This design comes from an exercise in tuning for small area, a short achievable clock period and few clock cycles on the open sky130 flow, not from production work. RTL that was checked went through simulation tests only; none was proved equivalent to the original. No activity file was given, so power comes from the tool's default toggle rates.

==> inputs of trial 86 <==
==> flow/design.v <==
module hufdec_len (
    input  wire [11:0] t,
    output wire        c2, c3, c4, c6, c8, c11, c12
);
  wire ones4 = t[11] & t[10] & t[9] & t[8];
  wire lo30  = ~t[7] & ~t[6] & ~(t[5] & t[4] & t[3] & t[2]);
  assign c2  = ~t[11] & ~t[10];
  assign c3  = ~t[11] &  t[10];
  assign c4  =  t[11] & ~t[10];
  assign c6  =  t[11] &  t[10] & ~t[9];
  assign c8  =  t[11] &  t[10] &  t[9] & ~t[8];
  assign c11 = ones4 &  lo30;
  assign c12 = ones4 & ~lo30;
endmodule
module hufdec_val (
    input  wire [11:0] t,
    input  wire        c3, c4, c6, c8, c11, c12,
    output wire [7:0]  val,
    output wire        eos
);
  wire [7:0] a = ({8{c4}}  & {7'd0, t[8]})   | ({8{c6}}  & {6'd0, t[7:6]}) |
                 ({8{c8}}  & {5'd0, t[6:4]}) | ({8{c11}} & {1'b0, t[7:1]}) |
                 ({8{c12}} & t[7:0]);
  wire       hi11 = t[7] | t[6] | t[5] | (t[4] & t[3] & t[2] & t[1]);    
  wire [7:0] b = ({8{c3}}  & (t[9] ? 8'hFF : 8'h01)) | ({8{c4}}  & (t[9] ? 8'hFD : 8'h02)) |
                 ({8{c6}}  & (t[8] ? 8'hF9 : 8'h04)) | ({8{c8}}  & (t[7] ? 8'hF1 : 8'h08)) |
                 ({8{c11}} & (hi11 ? 8'hD3 : 8'h10)) | ({8{c12}} & 8'hE3);
  wire [7:0] v = a + b;
  assign val = v;
  assign eos = c12 & (&t[7:0]);
endmodule
module hufdec (
    input  wire        clk,
    input  wire        rst,           
    input  wire        cmd_valid,
    output wire        cmd_ready,
    input  wire [1:0]  cmd_op,        
    input  wire [23:0] cmd_arg,
    output reg         out_valid,
    input  wire        out_ready,
    output reg         out_end,       
    output wire [7:0]  out_data,
    output wire [1:0]  out_reason     
);
  localparam W = 22;                  
  localparam CW = 5;
  localparam [1:0] OP_START = 2'd0, OP_BYTE = 2'd1, OP_END = 2'd2;
  reg          rdy;                   
  reg          s_v;                   
  reg  [1:0]   s_op;
  reg  [7:0]   s_b;                   
  reg          nz;                    
  reg          run;                   
  reg  [W-1:0] bbuf;                  
  reg  [CW-1:0] cnt;
  reg  [23:0]  rem;
  reg          dec_p;
  reg          eq1, eq2;              
  reg  [3:0]   ocnt;
  reg          out_lim;               
  reg  [7:0]   o_data;                
  reg          k_v, k_end, k_lim;     
  reg  [7:0]   k_data;
  assign cmd_ready  = rdy;
  assign out_data   = o_data;
  assign out_reason = o_data[1:0];
  wire [11:0] t = bbuf[W-1:W-12];
  wire c2, c3, c4, c6, c8, c11, c12;
  hufdec_len u_len (.t(t), .c2(c2), .c3(c3), .c4(c4), .c6(c6), .c8(c8), .c11(c11), .c12(c12));
  wire [7:0] sym;
  wire       eos;
  hufdec_val u_val (.t(t), .c3(c3), .c4(c4), .c6(c6), .c8(c8), .c11(c11), .c12(c12),
                    .val(sym), .eos(eos));
  wire en   = run & ~k_v;
  wire g2   = en & c2  & (cnt >= 2);
  wire g3   = en & c3  & (cnt >= 3);
  wire g4   = en & c4  & (cnt >= 4);
  wire g6   = en & c6  & (cnt >= 6);
  wire g8   = en & c8  & (cnt >= 8);
  wire g11  = en & c11 & (cnt >= 11);
  wire g12  = en & c12 & (cnt >= 12);
  wire go   = g2 | g3 | g4 | g6 | g8 | g11 | g12;
  wire drained = ~run | ~((c2 & (cnt >= 2)) | (c3 & (cnt >= 3)) | (c4 & (cnt >= 4)) |
                         (c6 & (cnt >= 6)) | (c8 & (cnt >= 8)) | (c11 & (cnt >= 11)) |
                         (c12 & (cnt >= 12)));
  wire s_start = s_v & (s_op == OP_START);
  wire s_byte  = s_v & (s_op == OP_BYTE);
  wire s_end   = s_v & (s_op == OP_END);
  wire ctl_ok  = drained & ~k_v;
  wire do_start = s_start & ctl_ok;
  wire do_end   = s_end & ctl_ok;
  wire room     = (cnt <= W - 8);    
  wire do_byte  = s_byte & room;
  wire s_done   = s_byte ? room : (s_start | s_end) ? ctl_ok : 1'b1;
  wire n_zero   = nz;
  wire rem1     = s_start ? (ocnt == 4'd1) : dec_p ? eq2 : eq1;
  wire sym_byte = go & ~eos;
  wire stop     = (go & eos) | (sym_byte & rem1) | (do_end & run);
  wire [W-1:0] ins = do_byte ? ({s_b, {(W-8){1'b0}}} >> cnt) : {W{1'b0}};
  wire [W-1:0] bm  = bbuf | ins;
  wire keep = ~go & ~do_start;
  wire [W-1:0] bbuf_n = ({W{keep}} & bm)        | ({W{g2}}  & (bm << 2))  |
                        ({W{g3}}  & (bm << 3))  | ({W{g4}}  & (bm << 4))  |
                        ({W{g6}}  & (bm << 6))  | ({W{g8}}  & (bm << 8))  |
                        ({W{g11}} & (bm << 11)) | ({W{g12}} & (bm << 12));
  wire [CW-1:0] ci = do_byte ? cnt + 5'd8 : cnt;
  wire [CW-1:0] cnt_d = ({CW{keep}} & ci)          | ({CW{g2}}  & (ci - 5'd2)) |
                        ({CW{g3}}  & (ci - 5'd3))  | ({CW{g4}}  & (ci - 5'd4)) |
                        ({CW{g6}}  & (ci - 5'd6))  | ({CW{g8}}  & (ci - 5'd8)) |
                        ({CW{g11}} & (ci - 5'd11)) | ({CW{g12}} & (ci - 5'd12));
  wire run_n = do_start ? ~n_zero : (run & ~stop);
  wire [CW-1:0] cnt_n = run_n ? cnt_d : {CW{1'b0}};
  wire       push   = go | (do_start & n_zero) | (do_end & run);
  wire       p_end  = ~sym_byte;
  wire       p_lim  = sym_byte & rem1;
  wire [7:0] p_data = sym_byte ? sym : {6'd0, go ? 2'd2 : do_end ? 2'd3 : 2'd1};
  wire out_take = out_valid & out_ready;
  wire out_free = ~out_valid | out_ready;
  wire fire = cmd_valid & rdy;
  wire fire_start = fire & (cmd_op == OP_START);
  wire [4:0] rem_c  = (|rem[23:5]) ? 5'd31 : rem[4:0];
  wire [4:0] rem_c0 = rem_c - {4'd0, dec_p};
  wire [4:0] rem_c1 = rem_c0 - 5'd1;
  wire [3:0] ocnt0  = (rem_c0 >= 5'd15) ? 4'd15 : rem_c0[3:0];
  wire [3:0] ocnt1  = (rem_c1 >= 5'd15) ? 4'd15 : rem_c1[3:0];
  wire [3:0] ocnt_ld = sym_byte ? ocnt1 : ocnt0;
  wire s_v_n = fire | (s_v & ~s_done);
  wire [1:0] s_op_n = fire ? cmd_op : s_op;
  wire s_ctl_n = s_v_n & ~s_op_n[0];   
  wire s_byte_n = s_v_n & (s_op_n == OP_BYTE);
  wire k_v_n = out_take & out_lim ? k_v | push :
               out_free ? (k_v & push) : (k_v | push);
  wire fits_n = ~run_n | do_start | (keep & (ci <= W - 8)) | (g2 & (ci <= W - 6)) |
                (g3 & (ci <= W - 5)) | (g4 & (ci <= W - 4)) | (g6 & (ci <= W - 2)) |
                g8 | g11 | g12;
  wire rdy_n = s_ctl_n ? (~run_n & ~k_v_n) :
               s_byte_n ? fits_n : 1'b1;
  always @(posedge clk) begin
    if (rst) begin
      rdy       <= 1'b1;
      s_v       <= 1'b0;
      run       <= 1'b0;
      cnt       <= {CW{1'b0}};
      out_valid <= 1'b0;
      k_v       <= 1'b0;
    end else begin
      rdy <= rdy_n;
      s_v <= s_v_n;
      run <= run_n;
      cnt <= cnt_n;
      k_v <= k_v_n;
      if (out_take & out_lim)
        out_valid <= 1'b1;
      else if (out_free)
        out_valid <= k_v | push;
    end
    s_op <= s_op_n;
    if (rdy) s_b <= cmd_arg[7:0];
    bbuf <= bbuf_n;
    dec_p <= sym_byte & ~s_start & ~fire_start;
    if (fire_start) begin
      nz   <= (cmd_arg == 24'd0);
      rem  <= cmd_arg;
      eq1  <= (cmd_arg == 24'd1);
      eq2  <= (cmd_arg == 24'd2);
      ocnt <= ocnt_ld;
    end else begin
      if (s_start & sym_byte)
        ocnt <= ocnt - 4'd1;
      if (dec_p) begin
        rem <= rem - 24'd1;
        eq1 <= (rem == 24'd2);
        eq2 <= (rem == 24'd3);
      end
    end
    if (out_take & out_lim) begin
      out_end     <= 1'b1;
      out_lim     <= 1'b0;
      o_data[1:0] <= 2'd1;
    end else if (out_free) begin
      if (k_v) begin
        out_end <= k_end;
        out_lim <= k_lim;
        o_data  <= k_data;
      end else begin
        out_end <= p_end;
        out_lim <= p_lim;
        o_data  <= p_data;
      end
    end
    if (push) begin
      k_end  <= p_end;
      k_lim  <= p_lim;
      k_data <= p_data;
    end
  end
endmodule
==> flow/flow/run.sh <==
#!/bin/bash
# Layout flow: the standard flow (standard.sh, ORFS synthesis to finish)
# with these changes, all inside synthesis mapping and timing repair:
#  - ABC maps the logic with flow/abc_area.script, an area-oriented script
#    (amap), in place of ORFS's abc_area.script; yosys's passes and the
#    flip-flop mapping are the standard ones, so the registers are the same
#  - no full-adder extraction before ABC (ADDER_MAP_FILE empty)
#  - repair_timing keeps SETUP_SLACK_MARGIN ns of setup slack on the 10 ns
#    clock, so it sizes and buffers for a shorter achieved period
# The clock, I/O delays and all other constraints are the design's own.
# Logs: standard.log here, each ORFS step's log under orfs/logs.
set -euo pipefail
W=$PWD
F=$W/flow
MARGIN=${MARGIN:-7}
# ORFS's synth.tcl with the abc call given our script
sed "s#log_cmd abc {\*}\$abc_args#lset abc_args 1 $F/abc_area.script; log_cmd abc {*}\$abc_args#" \
  "$FLOW_HOME/scripts/synth.tcl" > "$W/synth_abc.tcl"
grep -q "lset abc_args 1" "$W/synth_abc.tcl"
# The standard flow's synthesis script, sourcing that copy
sed "s#source \$::env(SCRIPTS_DIR)/synth.tcl#source $W/synth_abc.tcl#" "$W/synth_recipe.tcl" > "$W/synth_top.tcl"
grep -q "synth_abc.tcl" "$W/synth_top.tcl"
bash standard.sh SYNTH_SCRIPT="$W/synth_top.tcl" ADDER_MAP_FILE= \
  SETUP_SLACK_MARGIN=$MARGIN finish > standard.log 2>&1
==> flow/flow/abc_area.script <==
strash
dc2
dch -f
map -a -B 0.9
topo
stime -c
buffer -c
upsize -c
dnsize -c
==> flow/standard.sh <==
#!/bin/bash
# synth_recipe.tcl (not shown) runs the flow's synth.tcl, then flattens the netlist and writes it again
# the make line also repeats each setting of config.mk as NAME=value (left out here)
make -C /OpenROAD-flow-scripts/flow DESIGN_CONFIG=/design/flow/config.mk WORK_HOME=/design/flow/orfs CLKGATE_MAP_FILE= SYNTH_SCRIPT=/design/flow/synth_recipe.tcl "${@:-finish}"
==> flow/config.mk <==
export PLATFORM = sky130hd
export DESIGN_NAME = hufdec
export DESIGN_NICKNAME = hufdec
export VERILOG_FILES = /design/flow/design.v
export SDC_FILE = /design/flow/constraint.sdc
export NUM_CORES = 4
export LEC_CHECK = 0
export ABC_AREA = 1
export CAP_MARGIN = 20
export CORE_MARGIN = 2
export CORE_UTILIZATION = 40
export SLEW_MARGIN = 20
==> flow/constraint.sdc <==
create_clock -name core_clock -period 10.0 [get_ports {clk}]
set_input_delay 2.0000 -clock core_clock [delete_from_list [all_inputs] [get_ports {clk}]]
set_output_delay 2.0000 -clock core_clock [all_outputs]
set_load 0.01 [all_outputs]
==> build 91: changes against trial 86 <==
==> flow/design.v, changed modules only <==
module hufdec (
    input  wire        clk,
    input  wire        rst,           
    input  wire        cmd_valid,
    output wire        cmd_ready,
    input  wire [1:0]  cmd_op,        
    input  wire [23:0] cmd_arg,
    output reg         out_valid,
    input  wire        out_ready,
    output reg         out_end,       
    output wire [7:0]  out_data,
    output wire [1:0]  out_reason     
);
  localparam W = 22;                  
  localparam CW = 5;
  localparam [1:0] OP_START = 2'd0, OP_BYTE = 2'd1, OP_END = 2'd2;
  reg          rdy;                   
  reg          s_v;                   
  reg  [1:0]   s_op;
  reg  [23:0]  s_arg;
  reg          run;                   
  reg  [W-1:0] bbuf;                  
  reg  [CW-1:0] cnt;
  reg  [23:0]  rem;                   
  reg          rem1;                  
  reg          out_lim;               
  reg  [7:0]   o_data;                
  reg          k_v, k_end, k_lim;     
  reg  [7:0]   k_data;
  assign cmd_ready  = rdy;
  assign out_data   = o_data;
  assign out_reason = o_data[1:0];
  wire [11:0] t = bbuf[W-1:W-12];
  wire c2, c3, c4, c6, c8, c11, c12;
  hufdec_len u_len (.t(t), .c2(c2), .c3(c3), .c4(c4), .c6(c6), .c8(c8), .c11(c11), .c12(c12));
  wire [7:0] sym;
  wire       eos;
  hufdec_val u_val (.t(t), .c3(c3), .c4(c4), .c6(c6), .c8(c8), .c11(c11), .c12(c12),
                    .val(sym), .eos(eos));
  wire en   = run & ~k_v;
  wire g2   = en & c2  & (cnt >= 2);
  wire g3   = en & c3  & (cnt >= 3);
  wire g4   = en & c4  & (cnt >= 4);
  wire g6   = en & c6  & (cnt >= 6);
  wire g8   = en & c8  & (cnt >= 8);
  wire g11  = en & c11 & (cnt >= 11);
  wire g12  = en & c12 & (cnt >= 12);
  wire go   = g2 | g3 | g4 | g6 | g8 | g11 | g12;
  wire drained = ~run | ~((c2 & (cnt >= 2)) | (c3 & (cnt >= 3)) | (c4 & (cnt >= 4)) |
                         (c6 & (cnt >= 6)) | (c8 & (cnt >= 8)) | (c11 & (cnt >= 11)) |
                         (c12 & (cnt >= 12)));
  wire s_start = s_v & (s_op == OP_START);
  wire s_byte  = s_v & (s_op == OP_BYTE);
  wire s_end   = s_v & (s_op == OP_END);
  wire ctl_ok  = drained & ~k_v;
  wire do_start = s_start & ctl_ok;
  wire do_end   = s_end & ctl_ok;
  wire room     = (cnt <= W - 8);    
  wire do_byte  = s_byte & room;
  wire s_done   = s_byte ? room : (s_start | s_end) ? ctl_ok : 1'b1;
  wire n_zero   = (s_arg == 24'd0);
  wire sym_byte = go & ~eos;
  wire stop     = (go & eos) | (sym_byte & rem1) | (do_end & run);
  wire [W-1:0] ins = do_byte ? ({s_arg[7:0], {(W-8){1'b0}}} >> cnt) : {W{1'b0}};
  wire [W-1:0] bm  = bbuf | ins;
  wire keep = ~go & ~do_start;
  wire [W-1:0] bbuf_n = ({W{keep}} & bm)        | ({W{g2}}  & (bm << 2))  |
                        ({W{g3}}  & (bm << 3))  | ({W{g4}}  & (bm << 4))  |
                        ({W{g6}}  & (bm << 6))  | ({W{g8}}  & (bm << 8))  |
                        ({W{g11}} & (bm << 11)) | ({W{g12}} & (bm << 12));
  wire [CW-1:0] ci = do_byte ? cnt + 5'd8 : cnt;
  wire [CW-1:0] cnt_d = ({CW{keep}} & ci)          | ({CW{g2}}  & (ci - 5'd2)) |
                        ({CW{g3}}  & (ci - 5'd3))  | ({CW{g4}}  & (ci - 5'd4)) |
                        ({CW{g6}}  & (ci - 5'd6))  | ({CW{g8}}  & (ci - 5'd8)) |
                        ({CW{g11}} & (ci - 5'd11)) | ({CW{g12}} & (ci - 5'd12));
  wire run_n = do_start ? ~n_zero : (run & ~stop);
  wire [CW-1:0] cnt_n = run_n ? cnt_d : {CW{1'b0}};
  wire       push   = go | (do_start & n_zero) | (do_end & run);
  wire       p_end  = ~sym_byte;
  wire       p_lim  = sym_byte & rem1;
  wire [7:0] p_data = sym_byte ? sym : {6'd0, go ? 2'd2 : do_end ? 2'd3 : 2'd1};
  wire out_take = out_valid & out_ready;
  wire out_free = ~out_valid | out_ready;
  wire fire = cmd_valid & rdy;
  wire s_v_n = fire | (s_v & ~s_done);
  wire [1:0] s_op_n = fire ? cmd_op : s_op;
  wire k_v_n = out_take & out_lim ? k_v | push :
               out_free ? (k_v & push) : (k_v | push);
  wire fits_n = ~run_n | do_start | (keep & (ci <= W - 8)) | (g2 & (ci <= W - 6)) |
                (g3 & (ci <= W - 5)) | (g4 & (ci <= W - 4)) | (g6 & (ci <= W - 2)) |
                g8 | g11 | g12;
  wire ctl_ok_n = ~run_n & ~k_v_n;
  wire rdy_new  = cmd_op[0] ? (cmd_op[1] | fits_n) : ctl_ok_n;
  wire rdy_old  = ~(s_v & ~s_done) | (s_op[0] ? (s_op[1] | fits_n) : ctl_ok_n);
  wire rdy_n    = fire ? rdy_new : rdy_old;
  always @(posedge clk) begin
    if (rst) begin
      rdy       <= 1'b1;
      s_v       <= 1'b0;
      run       <= 1'b0;
      cnt       <= {CW{1'b0}};
      out_valid <= 1'b0;
      k_v       <= 1'b0;
    end else begin
      rdy <= rdy_n;
      s_v <= s_v_n;
      run <= run_n;
      cnt <= cnt_n;
      k_v <= k_v_n;
      if (out_take & out_lim)
        out_valid <= 1'b1;
      else if (out_free)
        out_valid <= k_v | push;
    end
    s_op <= s_op_n;
    if (rdy) s_arg <= cmd_arg;
    bbuf <= bbuf_n;
    if (do_start) begin
      rem  <= s_arg;
      rem1 <= (s_arg == 24'd1);
    end else if (sym_byte) begin
      rem  <= rem - 24'd1;
      rem1 <= (rem == 24'd2);
    end
    if (rst) begin
      out_end <= 1'b0;
      out_lim <= 1'b0;
      o_data  <= 8'h00;
    end else if (out_take & out_lim) begin
      out_end     <= 1'b1;
      out_lim     <= 1'b0;
      o_data[1:0] <= 2'd1;
    end else if (out_free) begin
      if (k_v) begin
        out_end <= k_end;
        out_lim <= k_lim;
        o_data  <= k_data;
      end else begin
        out_end <= p_end;
        out_lim <= p_lim;
        o_data  <= p_data;
      end
    end
    if (push) begin
      k_end  <= p_end;
      k_lim  <= p_lim;
      k_data <= p_data;
    end
  end
endmodule
==> flow/flow/run.sh (replaced) <==
#!/bin/bash
# Layout flow: the standard flow (standard.sh, ORFS synthesis to finish)
# with these changes, all inside synthesis mapping and timing repair:
#  - ABC maps the logic with flow/abc_area.script in place of ORFS's
#    abc_area.script; yosys's passes and the flip-flop mapping are the
#    standard ones, so the registers are the same
#  - no full-adder extraction before ABC (ADDER_MAP_FILE empty)
#  - repair_timing keeps MARGIN ns of setup slack on the 10 ns clock, so it
#    sizes and buffers for a shorter achieved period
# The clock, I/O delays and all other constraints are the design's own.
# Logs: standard.log here, each ORFS step's log under orfs/logs.
set -euo pipefail
W=$PWD
F=$W/flow
MARGIN=7.2
# ORFS's synth.tcl with the abc call given our script
sed "s#log_cmd abc {\*}\$abc_args#lset abc_args 1 $F/abc_area.script; log_cmd abc {*}\$abc_args#" \
  "$FLOW_HOME/scripts/synth.tcl" > "$W/synth_abc.tcl"
grep -q "lset abc_args 1" "$W/synth_abc.tcl"
# The standard flow's synthesis script, sourcing that copy
sed "s#source \$::env(SCRIPTS_DIR)/synth.tcl#source $W/synth_abc.tcl#" "$W/synth_recipe.tcl" > "$W/synth_top.tcl"
grep -q "synth_abc.tcl" "$W/synth_top.tcl"
bash standard.sh SYNTH_SCRIPT="$W/synth_top.tcl" ADDER_MAP_FILE= \
  SETUP_SLACK_MARGIN=$MARGIN finish > standard.log 2>&1
==> flow/flow/abc_area.script (replaced) <==
strash
dc2
dch -f
map
topo
stime -c
upsize -c
dnsize -c
Settings changed: CORE_UTILIZATION 40 to 60.
==> build 92: changes against trial 86 <==
==> flow/design.v, changed modules only <==
module hufdec (
    input  wire        clk,
    input  wire        rst,           
    input  wire        cmd_valid,
    output wire        cmd_ready,
    input  wire [1:0]  cmd_op,        
    input  wire [23:0] cmd_arg,
    output reg         out_valid,
    input  wire        out_ready,
    output reg         out_end,       
    output wire [7:0]  out_data,
    output wire [1:0]  out_reason     
);
  localparam W = 22;                  
  localparam CW = 5;
  localparam [1:0] OP_START = 2'd0, OP_BYTE = 2'd1, OP_END = 2'd2;
  reg          rdy;                   
  reg          s_v;                   
  reg  [1:0]   s_op;
  reg  [23:0]  s_arg;
  reg          run;                   
  reg  [W-1:0] bbuf;                  
  reg  [CW-1:0] cnt;
  reg  [23:0]  rem;
  reg          rem1;
  reg          out_lim;               
  reg  [7:0]   o_data;                
  reg          k_v, k_end, k_lim;     
  reg  [7:0]   k_data;
  assign cmd_ready  = rdy;
  assign out_data   = o_data;
  assign out_reason = o_data[1:0];
  wire [11:0] t = bbuf[W-1:W-12];
  wire c2, c3, c4, c6, c8, c11, c12;
  hufdec_len u_len (.t(t), .c2(c2), .c3(c3), .c4(c4), .c6(c6), .c8(c8), .c11(c11), .c12(c12));
  wire [7:0] sym;
  wire       eos;
  hufdec_val u_val (.t(t), .c3(c3), .c4(c4), .c6(c6), .c8(c8), .c11(c11), .c12(c12),
                    .val(sym), .eos(eos));
  wire en   = run & ~k_v;
  wire g2   = en & c2  & (cnt >= 2);
  wire g3   = en & c3  & (cnt >= 3);
  wire g4   = en & c4  & (cnt >= 4);
  wire g6   = en & c6  & (cnt >= 6);
  wire g8   = en & c8  & (cnt >= 8);
  wire g11  = en & c11 & (cnt >= 11);
  wire g12  = en & c12 & (cnt >= 12);
  wire go   = g2 | g3 | g4 | g6 | g8 | g11 | g12;
  wire drained = ~run | ~((c2 & (cnt >= 2)) | (c3 & (cnt >= 3)) | (c4 & (cnt >= 4)) |
                         (c6 & (cnt >= 6)) | (c8 & (cnt >= 8)) | (c11 & (cnt >= 11)) |
                         (c12 & (cnt >= 12)));
  wire s_start = s_v & (s_op == OP_START);
  wire s_byte  = s_v & (s_op == OP_BYTE);
  wire s_end   = s_v & (s_op == OP_END);
  wire ctl_ok  = drained & ~k_v;
  wire do_start = s_start & ctl_ok;
  wire do_end   = s_end & ctl_ok;
  wire room     = (cnt <= W - 8);    
  wire do_byte  = s_byte & room;
  wire s_done   = s_byte ? room : (s_start | s_end) ? ctl_ok : 1'b1;
  wire n_zero   = (s_arg == 24'd0);
  wire sym_byte = go & ~eos;
  wire stop     = (go & eos) | (sym_byte & rem1) | (do_end & run);
  wire [W-1:0] ins = do_byte ? ({s_arg[7:0], {(W-8){1'b0}}} >> cnt) : {W{1'b0}};
  wire [W-1:0] bm  = bbuf | ins;
  wire keep = ~go & ~do_start;
  wire [W-1:0] bbuf_n = ({W{keep}} & bm)        | ({W{g2}}  & (bm << 2))  |
                        ({W{g3}}  & (bm << 3))  | ({W{g4}}  & (bm << 4))  |
                        ({W{g6}}  & (bm << 6))  | ({W{g8}}  & (bm << 8))  |
                        ({W{g11}} & (bm << 11)) | ({W{g12}} & (bm << 12));
  wire [CW-1:0] ci = do_byte ? cnt + 5'd8 : cnt;
  wire [CW-1:0] cnt_d = ({CW{keep}} & ci)          | ({CW{g2}}  & (ci - 5'd2)) |
                        ({CW{g3}}  & (ci - 5'd3))  | ({CW{g4}}  & (ci - 5'd4)) |
                        ({CW{g6}}  & (ci - 5'd6))  | ({CW{g8}}  & (ci - 5'd8)) |
                        ({CW{g11}} & (ci - 5'd11)) | ({CW{g12}} & (ci - 5'd12));
  wire run_n = do_start ? ~n_zero : (run & ~stop);
  wire [CW-1:0] cnt_n = run_n ? cnt_d : {CW{1'b0}};
  wire       push   = go | (do_start & n_zero) | (do_end & run);
  wire       p_end  = ~sym_byte;
  wire       p_lim  = sym_byte & rem1;
  wire [7:0] p_data = sym_byte ? sym : {6'd0, go ? 2'd2 : do_end ? 2'd3 : 2'd1};
  wire out_take = out_valid & out_ready;
  wire out_free = ~out_valid | out_ready;
  wire fire = cmd_valid & rdy;
  wire s_v_n = fire | (s_v & ~s_done);
  wire [1:0] s_op_n = fire ? cmd_op : s_op;
  wire k_v_n = out_take & out_lim ? k_v | push :
               out_free ? (k_v & push) : (k_v | push);
  wire fits_n = ~run_n | do_start | (keep & (ci <= W - 8)) | (g2 & (ci <= W - 6)) |
                (g3 & (ci <= W - 5)) | (g4 & (ci <= W - 4)) | (g6 & (ci <= W - 2)) |
                g8 | g11 | g12;
  wire ctl_ok_n = ~run_n & ~k_v_n;
  wire rdy_new  = cmd_op[0] ? (cmd_op[1] | fits_n) : ctl_ok_n;
  wire rdy_old  = ~(s_v & ~s_done) | (s_op[0] ? (s_op[1] | fits_n) : ctl_ok_n);
  wire rdy_n    = fire ? rdy_new : rdy_old;
  always @(posedge clk) begin
    if (rst) begin
      rdy       <= 1'b1;
      s_v       <= 1'b0;
      run       <= 1'b0;
      cnt       <= {CW{1'b0}};
      out_valid <= 1'b0;
      k_v       <= 1'b0;
    end else begin
      rdy <= rdy_n;
      s_v <= s_v_n;
      run <= run_n;
      cnt <= cnt_n;
      k_v <= k_v_n;
      if (out_take & out_lim)
        out_valid <= 1'b1;
      else if (out_free)
        out_valid <= k_v | push;
    end
    s_op <= s_op_n;
    if (rdy) s_arg <= cmd_arg;
    bbuf <= bbuf_n;
    if (do_start) begin
      rem  <= s_arg;
      rem1 <= (s_arg == 24'd1);
    end else if (sym_byte) begin
      rem  <= rem - 24'd1;
      rem1 <= (rem == 24'd2);
    end
    if (rst) begin
      out_end <= 1'b0;
      out_lim <= 1'b0;
      o_data  <= 8'h00;
    end else if (out_take & out_lim) begin
      out_end     <= 1'b1;
      out_lim     <= 1'b0;
      o_data[1:0] <= 2'd1;
    end else if (out_free) begin
      if (k_v) begin
        out_end <= k_end;
        out_lim <= k_lim;
        o_data  <= k_data;
      end else begin
        out_end <= p_end;
        out_lim <= p_lim;
        o_data  <= p_data;
      end
    end
    if (push) begin
      k_end  <= p_end;
      k_lim  <= p_lim;
      k_data <= p_data;
    end
  end
endmodule
==> flow/flow/run.sh (replaced) <==
#!/bin/bash
# Layout flow: the standard flow (standard.sh, ORFS synthesis to finish)
# with these changes, all inside synthesis mapping and timing repair:
#  - ABC maps the logic with flow/abc_area.script in place of ORFS's
#    abc_area.script; yosys's passes and the flip-flop mapping are the
#    standard ones, so the registers are the same
#  - no full-adder extraction before ABC (ADDER_MAP_FILE empty)
#  - repair_timing keeps MARGIN ns of setup slack on the 10 ns clock, so it
#    sizes and buffers for a shorter achieved period
# The clock, I/O delays and all other constraints are the design's own.
# Logs: standard.log here, each ORFS step's log under orfs/logs.
set -euo pipefail
W=$PWD
F=$W/flow
MARGIN=7.3
# ORFS's synth.tcl with the abc call given our script
sed "s#log_cmd abc {\*}\$abc_args#lset abc_args 1 $F/abc_area.script; log_cmd abc {*}\$abc_args#" \
  "$FLOW_HOME/scripts/synth.tcl" > "$W/synth_abc.tcl"
grep -q "lset abc_args 1" "$W/synth_abc.tcl"
# The standard flow's synthesis script, sourcing that copy
sed "s#source \$::env(SCRIPTS_DIR)/synth.tcl#source $W/synth_abc.tcl#" "$W/synth_recipe.tcl" > "$W/synth_top.tcl"
grep -q "synth_abc.tcl" "$W/synth_top.tcl"
bash standard.sh SYNTH_SCRIPT="$W/synth_top.tcl" ADDER_MAP_FILE= \
  SETUP_SLACK_MARGIN=$MARGIN finish > standard.log 2>&1
==> flow/flow/abc_area.script (replaced) <==
strash
dc2
dch -f
map
topo
stime -c
buffer -c
upsize -c
dnsize -c
==> qor summary <==
item                                                                                        build 91                    build 92                    trial 86
Status                                                                       complete, no violations     complete, no violations     complete, no violations
Multi-In Gates                                                                                   560                         559                         594
Peak clock frequency supported by timing                                                     348 MHz                     352 MHz                     314 MHz
Critical R2R Capture                                                                        bbuf[12]                    bbuf[18]                      cnt[2]
Cell internal pwr                                                                         0.000620 W                  0.000679 W                  0.000768 W
Area used by multi-input combinational logic                                            0.00314 mm^2                0.00321 mm^2                0.00372 mm^2
Detailed-placement wirelength estimate                                                       12.6 mm                     13.3 mm                     13.0 mm
Sw Pwr                                                                                    0.000234 W                  0.000261 W                  0.000340 W
Power Density                                                                            119 mW/mm^2                 127 mW/mm^2                 131 mW/mm^2
Synth Net Count                                                                                  783                         812                         875
Setup Skew                                                                                 0.0135 ns                  0.00819 ns                  0.00930 ns
Comb pwr                                                                                  0.000105 W                  0.000102 W                  0.000264 W
Cell chosen for the clock root                                             sky130_fd_sc_hd__clkbuf_8  sky130_fd_sc_hd__clkbuf_16  sky130_fd_sc_hd__clkbuf_16
Via count                                                                                       6358                        6125                        6724
Portion of the clock cycle consumed by the worst path in the final layout                      28.8%                       28.4%                       31.8%
Depth of the worst register-to-register path                                                      12                          11                          26
Testbench counts of build 92, summed over its fixed seeds: cycles 52,649.
Only the layout flow was run in trial 86 and build 91; the RTL was not checked for function there.

==> port drivers added, routing unchanged <==
The results above use ideal ports. As a check the final layouts listed here were re-extracted and re-timed, cells and wires unchanged. Step 1 (the two cells are an assumption about what drives the block):
set clk [get_ports {clk}]
set_driving_cell -lib_cell sky130_fd_sc_hd__clkbuf_16 $clk
set_driving_cell -lib_cell sky130_fd_sc_hd__buf_2 [delete_from_list [all_inputs] $clk]
Step 2, shift: input delay + t, output delay - t, t = (earliest + latest rising clock arrival at the registers) / 2. This alone moves slack from input paths to output paths. a / b / c = ideal ports / drivers / drivers and shift; a / b = the first two.
run	shift t [ns]	slack for setup (ns)	pins driven straight from the clock port
trial 86	0.402	6.816 / 6.825 / 6.423	1
build 91	0.403	7.123 / 7.087 / 6.750	1
build 92	0.404	7.163 / 7.119 / 6.815	1
After both steps every run listed still meets setup and hold. For trial 86, which loses most, drivers alone change the setup slack by +0.009 ns; drivers and shift together by -0.393 ns.
